What follows belongs to an exercise in optimizing a design on an open flow for small area, a short achievable clock period and few clock cycles; a production flow would make more cautious choices.
RTL that was checked went through simulation tests only; none was proved equivalent to the original.
Power and IR drop assume default switching activity.

Setup of run A:
Design kb_report_encoder, start of the top module:
module kb_report_encoder (
    input  wire        clk,
    input  wire        rst,
    input  wire        start,
    input  wire [95:0] deb,
    output wire        ready,
    output reg         done,
    output reg  [63:0] report,
    output wire        changed
);
export LEC_CHECK = 0
export ABC_AREA = 1
export CAP_MARGIN = 20
export CORE_MARGIN = 2
export CORE_UTILIZATION = 55
export CTS_BUF_LIST = sky130_fd_sc_hd__clkbuf_4 sky130_fd_sc_hd__clkbuf_8
export CTS_CLUSTER_SIZE = 30
export SETUP_SLACK_MARGIN = 1.6
export SLEW_MARGIN = 20
create_clock -name core_clock -period 5.0 [get_ports {clk}]
standard.sh (not shown) runs the stock make flow with config.mk's settings and CLKGATE_MAP_FILE= SYNTH_SCRIPT=/design/flow/synth_recipe.tcl, a recipe that flattens the netlist after the stock synthesis.
==> flow/flow/run.sh <==
#!/bin/bash
# The standard layout (standard.sh), with every input and output port still
# buffered, but with a plain buffer cell (buf_1) instead of the resizer's
# default choice (a delay buffer, clkdlybuf4s50_1).
set -euo pipefail
export BUFFER_PORTS_ARGS="-buffer_cell sky130_fd_sc_hd__buf_1"
bash standard.sh > standard_flow.log 2>&1
Run A: full flow OK, the timing, design-rule and antenna checks passed
--- input diff run A..run B ---
# run A
export LEC_CHECK = 0
export ABC_AREA = 1
export CAP_MARGIN = 20
export CORE_MARGIN = 2
export CORE_UTILIZATION = 55
export CTS_BUF_LIST = sky130_fd_sc_hd__clkbuf_4 sky130_fd_sc_hd__clkbuf_8
export CTS_CLUSTER_SIZE = 30
export SETUP_SLACK_MARGIN = 1.6
export SLEW_MARGIN = 20
create_clock -name core_clock -period 5.0 [get_ports {clk}]
# run B
export LEC_CHECK = 0
export ABC_AREA = 1
export CAP_MARGIN = 20
export CORE_MARGIN = 2
export CORE_UTILIZATION = 65
export SETUP_SLACK_MARGIN = 1.6
export SLEW_MARGIN = 20
create_clock -name core_clock -period 5.0 [get_ports {clk}]
Between run B and run A, critical path required time is lower for run A, run B comes in above that.
Re length in cells of the worst reg-to-reg path: run B and run A aren't equal, and the higher value belongs to run B.
Headroom to the max-slew limit: run B < run A
Compared with run A, run B shows wire length of the first global-routing pass that has gone down slightly.
Compared with run A, run B supports a lower clock frequency.
Final cell count: run B < run A
Function was not checked in any run of this note: the RTL went through the layout flow alone.

========
Setup of JK:
Another version of the RTL of kb_report_encoder (not shown whole).
Size in the first run: ~1,400 cells after synthesis, roughly 170 I/O pins, roughly 8600 µm² of cells after synthesis.
Settings: LEC_CHECK=0, ABC_AREA=1, CAP_MARGIN=20, CORE_MARGIN=2, CORE_UTILIZATION=55, SETUP_SLACK_MARGIN=0.8, SLEW_MARGIN=20; clock period 5.0 ns.
Scripts as last shown in full above: flow/flow/run.sh
Testbench counts of JK, summed over its fixed seeds: cycles 5,590.
Changes in MS relative to JK:
- SETUP_SLACK_MARGIN no longer set, was 0.8
Results
JK -> MS: final core utilization delta 0, exact match. The worst endpoint data arrival time was comparable across JK and MS. As far as share of layout cells above drive strength 1 goes, JK and MS are indistinguishable; the numbers are identical. JK → MS: DRC violation count after routing stayed essentially flat; number of cells traversed by the worst hold path level. MS against JK: critical path depth essentially unchanged; number of detailed-routing iterations run before antenna repair essentially unchanged. There was hardly any difference in fraction of power consumed by combinational cells between JK and MS. Reported for JK and MS, met3 usage turned out identical to the last digit. Comparing MS against JK, there is no change at all in flip-flop and latch count. Post-synthesis cell type count of JK is on par with MS.
diff inputs: MS => AL
==> flow/run.sh (new file) <==
#!/bin/bash
# synth_recipe.tcl (not shown) runs the flow's synth.tcl, then flattens the netlist and writes it again
# the make line also repeats each setting of config.mk as NAME=value (left out here)
make -C /OpenROAD-flow-scripts/flow DESIGN_CONFIG=/design/flow/config.mk WORK_HOME=/design/flow/orfs CLKGATE_MAP_FILE= SYNTH_SCRIPT=/design/flow/synth_recipe.tcl finish
removed: flow/flow/run.sh
removed: flow/standard.sh
Changes observed in AL relative to MS: time the worst path needs with I/O delays and setup went up 0.43 ns; met3 global-route usage picked up an extra 4.3 points; power went up; via density per instance barely changed; power density relative to cell area decreased by 12 nW/µm² relative to the old numbers. Diff AL..MS | register-to-register path setup slack | negligible. Via count: MS vs AL — no meaningful difference. Changes observed in AL relative to MS: design area moved up; power spent charging and discharging nets did not really move; combinational share of power now larger. MS vs AL, class of the most critical setup path: register to register vs input pin to register. The final layout from AL, which completed every stage, passed the timing, design-rule and antenna checks at the end of the flow.
Edits applied to the flow inputs when going from AL to TR:
==> flow/flow/run.sh (new file) <==
#!/bin/bash
# The standard layout (standard.sh), with two changes in how it is made:
#  - every input and output port is still buffered, but with a plain buffer
#    cell (buf_1) instead of the resizer's default choice (a delay buffer);
#  - synthesis maps the logic with flow/abc_area.script, an area-oriented ABC
#    script (dc2; dch -f; map -a), in place of ORFS's abc_area.script. The
#    rest of synthesis (synth_recipe.tcl, its registers and names) is unchanged.
set -euo pipefail
here=$(pwd)
rm -rf "$here/scripts_copy"
cp -r "$FLOW_HOME/scripts" "$here/scripts_copy"
cp "$here/flow/abc_area.script" "$here/scripts_copy/abc_area.script"
export SCRIPTS_DIR="$here/scripts_copy"
export BUFFER_PORTS_ARGS="-buffer_cell sky130_fd_sc_hd__buf_1"
bash standard.sh > standard_flow.log 2>&1
==> flow/flow/abc_area.script (new file) <==
strash
dc2
dch -f
map -a
topo
stime -c
buffer -c
upsize -c
dnsize -c
==> flow/standard.sh (new file) <==
#!/bin/bash
# synth_recipe.tcl (not shown) runs the flow's synth.tcl, then flattens the netlist and writes it again
# the make line also repeats each setting of config.mk as NAME=value (left out here)
make -C /OpenROAD-flow-scripts/flow DESIGN_CONFIG=/design/flow/config.mk WORK_HOME=/design/flow/orfs CLKGATE_MAP_FILE= SYNTH_SCRIPT=/design/flow/synth_recipe.tcl "${@:-finish}"
removed: flow/run.sh
==> notes.md <==
Taking AL as the reference point, the sequential cell area share of TR rises by 3.7 points. Diff AL -> TR: total power lost about 4%; cell area after placement lost 1500 µm²; routed wire length picked up an extra about 5%; number of detailed-routing iterations run before antenna repair picked up an extra 2; initial antenna violation count picked up an extra 1. Critical path depth: AL and TR compared, lower one is AL. Total number of nets in the final design, TR vs AL: down by more than 10%. TR ends up with lower final worst-path setup slack than AL does. AL has a lower number of cell instances on the worst register-to-register path than TR. The final reports for TR and AL show effective utilization at floorplan higher in the former.

========
job 4544:
Another version of the RTL of kb_report_encoder (not shown whole).
Size in the first run: about 1,400 cells after synthesis, about 8200 um2 of cells after synthesis.
Settings: LEC_CHECK=0, ABC_AREA=1, CAP_MARGIN=20, CORE_MARGIN=2, CORE_UTILIZATION=55, PLACE_DENSITY=0.8, SETUP_SLACK_MARGIN=1.8, SLEW_MARGIN=20; clock period 5.0 ns.
==> flow/flow/run.sh <==
#!/bin/bash
# The standard layout (standard.sh), with every input and output port still
# buffered, but with a plain buffer cell (buf_1) instead of the resizer's
# default choice (a delay buffer, clkdlybuf4s50_1).
set -euo pipefail
export BUFFER_PORTS_ARGS="-buffer_cell sky130_fd_sc_hd__buf_1"
bash standard.sh > standard_flow.log 2>&1
Testbench counts of job 4544, summed over its fixed seeds: cycles 5,590.
[inputs] job 8315 vs job 4544
-- flow/config.mk --
<<< job 4544, line 10
export CORE_MARGIN = 2
export CORE_UTILIZATION = 55
export PLACE_DENSITY = 0.8
export SETUP_SLACK_MARGIN = 1.8
export SLEW_MARGIN = 20
>>> job 8315, line 10
export CORE_MARGIN = 2
export CORE_UTILIZATION = 60
export PLACE_DENSITY = 0.8
export SETUP_SLACK_MARGIN = 1.6
export SLEW_MARGIN = 20
--- outcome ---
- nor2_2 as the cell type of the slowest stage on the worst timing path was reported by job 4544, and nor3_4 by job 8315.
- When the final numbers for job 8315 and job 4544 were put side by side, the maximum fanout along the worst path turned out to be greater in job 8315.
- ~same combinational share of power in job 8315 and job 4544
- Delta(static power due to leakage, job 8315 - job 4544) < 0
- Of job 8315 and job 4544, the run reporting the higher number of post-CTS setup repair buffers was job 4544.
- The die span in y in job 8315 was lower than what job 4544 gave.
Input-level comparison between job 1814 and job 8315:
-- flow/config.mk --
<<< job 8315, line 10
export CORE_MARGIN = 2
export CORE_UTILIZATION = 60
export PLACE_DENSITY = 0.8
export SETUP_SLACK_MARGIN = 1.6
export SLEW_MARGIN = 20
>>> job 1814, line 10
export CORE_MARGIN = 2
export CORE_UTILIZATION = 55
export SETUP_SLACK_MARGIN = 1.35
export SLEW_MARGIN = 20
==> comparison <==
Taking job 8315 as the reference, in job 1814 number of non-clock buffers in the layout decreased about 7%, total power decreased about 2.3%, layout-stage area growth over the synthesis result decreased 4.5 points, worst setup slack decreased 0.11 ns.
## Diff of input files: job 584 against job 1814
-- flow/config.mk --
<<< job 1814, line 11
export CORE_UTILIZATION = 55
export SETUP_SLACK_MARGIN = 1.35
export SLEW_MARGIN = 20
>>> job 584, line 11
export CORE_UTILIZATION = 55
export SETUP_SLACK_MARGIN = 1.9
export SLEW_MARGIN = 20
Notes after the runs:
- As of job 584, leakage dissipation had risen by a little under 10% compared to job 1814.
- | final HPWL from detailed placement | job 584 vs job 1814 | worse |
- Looking at post-route worst setup slack, job 584 sits 0.27 ns higher than job 1814 does.
#### Input delta (job 8299 over job 584)
==> flow/flow/run.sh <==
#!/bin/bash
# The standard layout (standard.sh), with two changes in how it is made:
#  - every input and output port is still buffered, but with a plain buffer
#    cell (buf_1) instead of the resizer's default choice (a delay buffer);
#  - synthesis maps the logic with flow/abc_area.script, an area-oriented ABC
#    script (dc2; dch -f; map -a), in place of ORFS's abc_area.script. The
#    rest of synthesis (synth_recipe.tcl, its registers and names) is unchanged.
set -euo pipefail
here=$(pwd)
rm -rf "$here/scripts_copy"
cp -r "$FLOW_HOME/scripts" "$here/scripts_copy"
cp "$here/flow/abc_area.script" "$here/scripts_copy/abc_area.script"
export SCRIPTS_DIR="$here/scripts_copy"
export BUFFER_PORTS_ARGS="-buffer_cell sky130_fd_sc_hd__buf_1"
bash standard.sh > standard_flow.log 2>&1
==> flow/flow/abc_area.script (new file) <==
strash
dc2
dch -f
map -a
topo
stime -c
buffer -c
upsize -c
dnsize -c
-- flow/config.mk --
<<< job 584, line 11
export CORE_UTILIZATION = 55
export SETUP_SLACK_MARGIN = 1.9
export SLEW_MARGIN = 20
>>> job 8299, line 11
export CORE_UTILIZATION = 55
export SETUP_SLACK_MARGIN = 1.6
export SLEW_MARGIN = 20
==> comparison <==
Job 8299 ended with more final weighted congestion of routability-driven global placement than job 584.
Taking job 8299 over job 584, the via-per-instance ratio ratio works out to 1.16.
Area growth from synthesis to final layout | job 8299 above job 584
Of the two candidates, job 584 has the better worst-case setup margin in the final layout and job 8299 the worse one.
### job 8299 -> job 4353
==> flow/flow/run.sh <==
#!/bin/bash
# The standard layout (standard.sh), with every input and output port still
# buffered, but with a plain buffer cell (buf_1) instead of the resizer's
# default choice (a delay buffer, clkdlybuf4s50_1).
set -euo pipefail
export BUFFER_PORTS_ARGS="-buffer_cell sky130_fd_sc_hd__buf_1"
bash standard.sh > standard_flow.log 2>&1
-- flow/config.mk --
<<< job 8299, line 11
export CORE_UTILIZATION = 55
export SETUP_SLACK_MARGIN = 1.6
>>> job 4353, line 11
export CORE_UTILIZATION = 55
export PLACE_DENSITY = 0.8
export SETUP_SLACK_MARGIN = 1.6
removed: flow/flow/abc_area.script
Findings:
In the flow results for job 8299 and job 4353, the clock transition at the register clock pins on the worst setup and hold paths after CTS is larger on job 8299.
From job 8299 to job 4353 the numbers moved as follows: clock share of power now sits higher, worst slack at placement now sits higher, mapped cell area now sits higher, number of iterations in the first detailed-routing pass now sits lower.
Job 4353 vs job 8299, capture point of the critical path: report[33] vs chg_r

static timing again, ports no longer ideal:
No port has a modelled driver above. Below, the same layouts with a new extraction and two added sets of constraints.
Step 1, drivers: a clkbuf_16 drives clk and a buf_2 each remaining input, both assumed.
Step 2 times the ports against the registers' clock, not the clock port: input delays grow and output delays shrink by t, the midpoint of the rising clock arrivals with the driver on.
Slacks: ideal ports / drivers / drivers and shift; pairs: ideal ports / drivers.
run | t, ns | slack for setup (ns) | slew at the worst register clock pin (ns) | worst slew at a driven data input, ns | cell pins on the clock port's net
run A | 0.432 | 1.507 / 1.525 / 1.093 | 0.13 / 0.13 | 0.06 | 1
run B | 0.399 | 1.474 / 1.497 / 1.099 | 0.07 / 0.07 | 0.06 | 1
JK | 0.406 | 0.994 / 0.994 / 0.680 | 0.08 / 0.08 | 0.07 | 1
MS | 0.406 | 0.994 / 0.994 / 0.680 | 0.08 / 0.08 | 0.07 | 1
AL | 0.406 | 0.563 / 0.586 / 0.180 | 0.09 / 0.09 | 0.06 | 1
TR | 0.418 | 0.318 / 0.318 / 0.125 | 0.09 / 0.09 | 0.07 | 1
job 4544 | 0.390 | 1.815 / 1.837 / 1.447 | 0.08 / 0.08 | 0.07 | 1
job 8315 | 0.403 | 1.588 / 1.612 / 1.208 | 0.08 / 0.08 | 0.06 | 1
job 1814 | 0.396 | 1.480 / 1.500 / 1.104 | 0.07 / 0.07 | 0.06 | 1
job 584 | 0.394 | 1.750 / 1.771 / 1.377 | 0.07 / 0.07 | 0.06 | 1
job 8299 | 0.406 | 0.334 / 0.334 / -0.011 | 0.08 / 0.08 | 0.08 | 1
job 4353 | 0.404 | 1.720 / 1.744 / 1.339 | 0.08 / 0.08 | 0.06 | 1
With both steps, setup timing fails in job 8299, where it was met with ideal ports. The setup slack of run A, which loses most, moves by +0.018 ns with the drivers and by -0.414 ns with both steps.
